From an optimization exercise on the open Yosys and OpenROAD flow, aimed at small area and a short achievable clock period; shortcuts taken in it are not production practice. Where RTL was checked, it was by simulation tests only, not by an equivalence proof against the original. Power figures rest on the tool's default switching activity, not on a simulated workload.

Setup of old:
// pwroff_engine
module pwroff_engine (
    input  wire        clk,
    input  wire        rst_n,         
    input  wire [31:0] base,
    input  wire [31:0] tick_rate,
    input  wire        trig_valid,
    input  wire [7:0]  trig_reason,
    output wire        ret_valid,
    output wire        ret_handled,
    input  wire        ret_ready,
    output wire        bus_valid,
    output wire        bus_write,
    output wire [31:0] bus_addr,
    output wire [7:0]  bus_wdata,
    input  wire        bus_ready,
    input  wire [7:0]  bus_rdata,
    output wire        slp_valid,
    output wire [6:0]  slp_units,
    input  wire        slp_ready,
    output wire        diag_valid,
    output wire [7:0]  diag_code,
    output wire [31:0] diag_data,
    input  wire        diag_ready,
    output wire [31:0] status
);
    localparam [3:0] S_IDLE         = 4'd0;
    localparam [3:0] S_CFG          = 4'd1;
    localparam [3:0] S_TX_POLL      = 4'd2;
    localparam [3:0] S_TX_WRITE     = 4'd3;
    localparam [3:0] S_RX_POLL      = 4'd4;
    localparam [3:0] S_RX_SLEEP     = 4'd5;
    localparam [3:0] S_RX_DATA      = 4'd6;
    localparam [3:0] S_DIAG_SHORT   = 4'd7;
    localparam [3:0] S_SETTLE_FLUSH = 4'd8;
    localparam [3:0] S_DIAG_CSUM    = 4'd9;
    localparam [3:0] S_DIAG_NAK     = 4'd10;
    localparam [3:0] S_POST_OK      = 4'd11;
    localparam [3:0] S_DIAG_EXH     = 4'd12;
    localparam [3:0] S_EXH_SLEEP    = 4'd13;
    localparam [3:0] S_RETURN       = 4'd14;
    localparam [3:0] S_DONE         = 4'd15;
    reg  [3:0]  st;
    reg         vbus, vslp, vdiag, vret;     
    reg         hs;          
    reg         lsr;         
    reg         flt;         
    reg  [1:0]  cmd;
    reg  [1:0]  att;
    reg  [5:0]  res;         
    reg         fm;          
    reg  [5:0]  cnt;         
    reg  [3:0]  k;           
    reg  [7:0]  acc;
    reg  [31:0] R;
    reg  [29:0] A;
  ...
==> flow/config.mk <==
export PLATFORM = sky130hd
export DESIGN_NAME = pwroff_engine
export DESIGN_NICKNAME = pwroff_engine
export VERILOG_FILES = /design/flow/design.v
export SDC_FILE = /design/flow/constraint.sdc
export NUM_CORES = 4
export LEC_CHECK = 0
export CAP_MARGIN = 20
export CORE_MARGIN = 2
export CORE_UTILIZATION = 40
export SLEW_MARGIN = 20
==> flow/constraint.sdc <==
create_clock -name core_clock -period 20.0 [get_ports {clk}]
set_input_delay 4.0000 -clock core_clock [delete_from_list [all_inputs] [get_ports {clk}]]
set_output_delay 4.0000 -clock core_clock [all_outputs]
set_load 0.01 [all_outputs]
standard.sh (not shown) runs the stock make flow with config.mk's settings and CLKGATE_MAP_FILE= SYNTH_SCRIPT=/design/flow/synth_recipe.tcl, a recipe that flattens the netlist after the stock synthesis.
==> flow/flow/run.sh <==
#!/bin/bash
# The standard layout (standard.sh) with:
#  - the standard synthesis script, its ABC step given an area script;
#  - the synthesis buffers removed at floorplan;
#  - small port buffers;
#  - timing repair after CTS aiming past the clock period (setup margin).
set -euo pipefail
W=$PWD
{ head -n 1 synth_recipe.tcl; cat flow/abc_override.tcl; tail -n +2 synth_recipe.tcl; } > synth_area.tcl
export AREA_ABC_SCRIPT=$W/flow/area.abc
bash standard.sh \
  SYNTH_SCRIPT=$W/synth_area.tcl \
  REMOVE_ABC_BUFFERS=1 \
  "BUFFER_PORTS_ARGS=-buffer_cell sky130_fd_sc_hd__buf_1" \
  SETUP_SLACK_MARGIN=14.6 \
  MATCH_CELL_FOOTPRINT=0 \
  SKIP_REPAIR_TIE_FANOUT=1 \
  CTS_BUF_LIST=sky130_fd_sc_hd__clkbuf_8 \
  finish > standard.log 2>&1
==> flow/flow/abc_override.tcl <==
# Map the logic with an area-oriented ABC script (flow/area.abc) in place of
# the speed script; every other argument (liberty, dont_use cells, delay
# target) is kept. The flip-flops are mapped before ABC runs, so they are the
# standard synthesis's.
proc abc {args} {
  set i [lsearch -exact $args -script]
  if { $i >= 0 } {
    set args [lreplace $args $i [expr {$i + 1}] -script $::env(AREA_ABC_SCRIPT)]
  }
  yosys abc {*}$args
}
==> flow/flow/area.abc <==
&get -n
&st
&dch
&nf -R 1000
&put
#### Input delta (new over old)
-- flow/design.v --
<<< old, line 45
    reg         lsr;         
    reg         flt;         
    reg  [1:0]  cmd;
    reg  [1:0]  att;
>>> new, line 45
    reg         lsr;         
    reg         flt;         
    reg  [2:0]  cj;          
    reg  [5:0]  od;          
    reg         tacc;        
    reg  [2:0]  breg;        
    reg  [1:0]  cmd;
    reg  [1:0]  att;
<<< old, line 74
    assign diag_valid  = vdiag;
    assign ret_valid   = vret;
    assign ret_handled = st[3] && !st[0];          
    assign bus_write = st[0];                        
    assign bus_addr  = {A, 2'b00};
    assign bus_wdata = R[31:24];
    wire   u1   = !st[3];                            
    wire   u10  = st[3] && st[0];                    
    wire   u100 = st[3] && !st[0];                   
    assign slp_units = {u100, u100, 1'b0, u10, u100, u10, u1};
    assign diag_code = {5'd0, st[3] && st[2], st[3] && !st[2], st[1]};
    assign diag_data = R;
    wire [2:0] cfg_j = cnt[2:0] | {3{att[1] || att[0]}};
    assign status = {flt, 6'd0, flt, 4'b0000, res, 2'b00, att, cmd, 1'b0, cfg_j, st};
    reg [2:0] idx;
>>> new, line 78
    assign diag_valid  = vdiag;
    assign ret_valid   = vret;
    assign ret_handled = od[5];
    assign bus_write = st[0];                        
    assign bus_addr  = {A, 2'b00};
    assign bus_wdata = R[31:24];
    always @(posedge clk)
        od <= {st[3] && !st[0],                      
               st[3] && st[2], st[3] && !st[2],      
               st[3] && !st[0],                      
               st[3] && st[0],                       
               !st[3]};                              
    assign slp_units = {od[2], od[2], 1'b0, od[1], od[2], od[1], od[0]};
    assign diag_code = {5'd0, od[4], od[3], st[1]};
    assign diag_data = R;
    wire [2:0] cfg_j = cj;
    assign status = {flt, 6'd0, flt, 4'b0000, res, 2'b00, att, cmd, 1'b0, cfg_j, st};
    reg [2:0] idx;
<<< old, line 103
            idx = 3'd0;                  
    end
    wire [3:0]  lo = {1'b0, base[4:2]} + {1'b0, idx};
    wire [26:0] hb = base[31:5];
    reg  [3:0]  pb;              
>>> new, line 110
            idx = 3'd0;                  
    end
    always @(posedge clk)
        breg <= base[4:2];
    wire [3:0]  lo = {1'b0, breg} + {1'b0, idx};
    wire [26:0] hb = base[31:5];
    reg  [3:0]  pb;              
<<< old, line 213
            end else if (s_done) begin
                flt_n = 1'b1;
            end else begin
                st_n = S_CFG;
                fm_n = 1'b1;
            end
        end
        if (s_idle)
>>> new, line 222
            end else if (s_done) begin
                flt_n = 1'b1;
            end
        end
        if (tacc) begin
            st_n = S_CFG;
            fm_n = 1'b1;
        end
        if (s_idle)
<<< old, line 396
            vret  <= 1'b0;
            flt   <= 1'b0;
            cmd   <= 2'd0;
            att   <= 2'd0;
>>> new, line 406
            vret  <= 1'b0;
            flt   <= 1'b0;
            cj    <= 3'd0;
            tacc  <= 1'b0;
            cmd   <= 2'd0;
            att   <= 2'd0;
<<< old, line 407
            vret  <= vret ? !ret_ready : ((go && s_ret) || ret_nh);
            flt   <= flt_n;
            cmd   <= cmd_n;
            att   <= att_n;
>>> new, line 419
            vret  <= vret ? !ret_ready : ((go && s_ret) || ret_nh);
            flt   <= flt_n;
            cj    <= s_cfg ? cnt[2:0] : (s_idle ? 3'd0 : 3'd7);
            tacc  <= s_idle && trig_valid && !flt && reason_ok;
            cmd   <= cmd_n;
            att   <= att_n;
==> summary.txt <==
Looking at worst path required time across new and old, the one that comes out lower is old. new vs. old: portion of total power attributed to combinational logic went down by 13 points. In the reports for new and old, the larger wire length of the first global-routing pass belongs to new. Compared with old, new shows total power that has gone up by a few percent. new: final clock period utilization by the worst path higher than old. Per the comparison of new with old, flip-flop and latch count increased 12; worst slack at placement decreased 0.31 ns; sequential-to-total area share from yosys stat increased 2.2 points. new vs old: final wirelength up.
For new, only the layout was checked, not whether the RTL still works.

separate check: timing with driven ports:
How much do the figures lean on ideal ports? The routed layouts below were timed once more, with nothing changed but the port constraints.
Step 1: set_driving_cell puts a clkbuf_16 on clk and a buf_2 on each other input, an assumption about the parent block.
Step 2, shift: input delay + t, output delay - t, t = (earliest + latest rising clock arrival at the registers) / 2. This alone moves slack from input paths to output paths.
a / b / c = ideal / step 1 / step 2; a / b = the first two.
run | t, ns | slack for setup (ns) | hold WS [ns] | worst slew at a driven data input, ns
old | 0.424 | 14.686 / 14.650 / 14.301 | 0.450 / 0.450 / 0.450 | 0.05
new | 0.475 | 14.639 / 14.625 / 14.160 | 0.458 / 0.458 / 0.458 | 0.05
After both steps setup and hold are still met in every run listed. For new, which loses most, drivers alone change the setup slack by -0.014 ns; drivers and shift together by -0.479 ns.
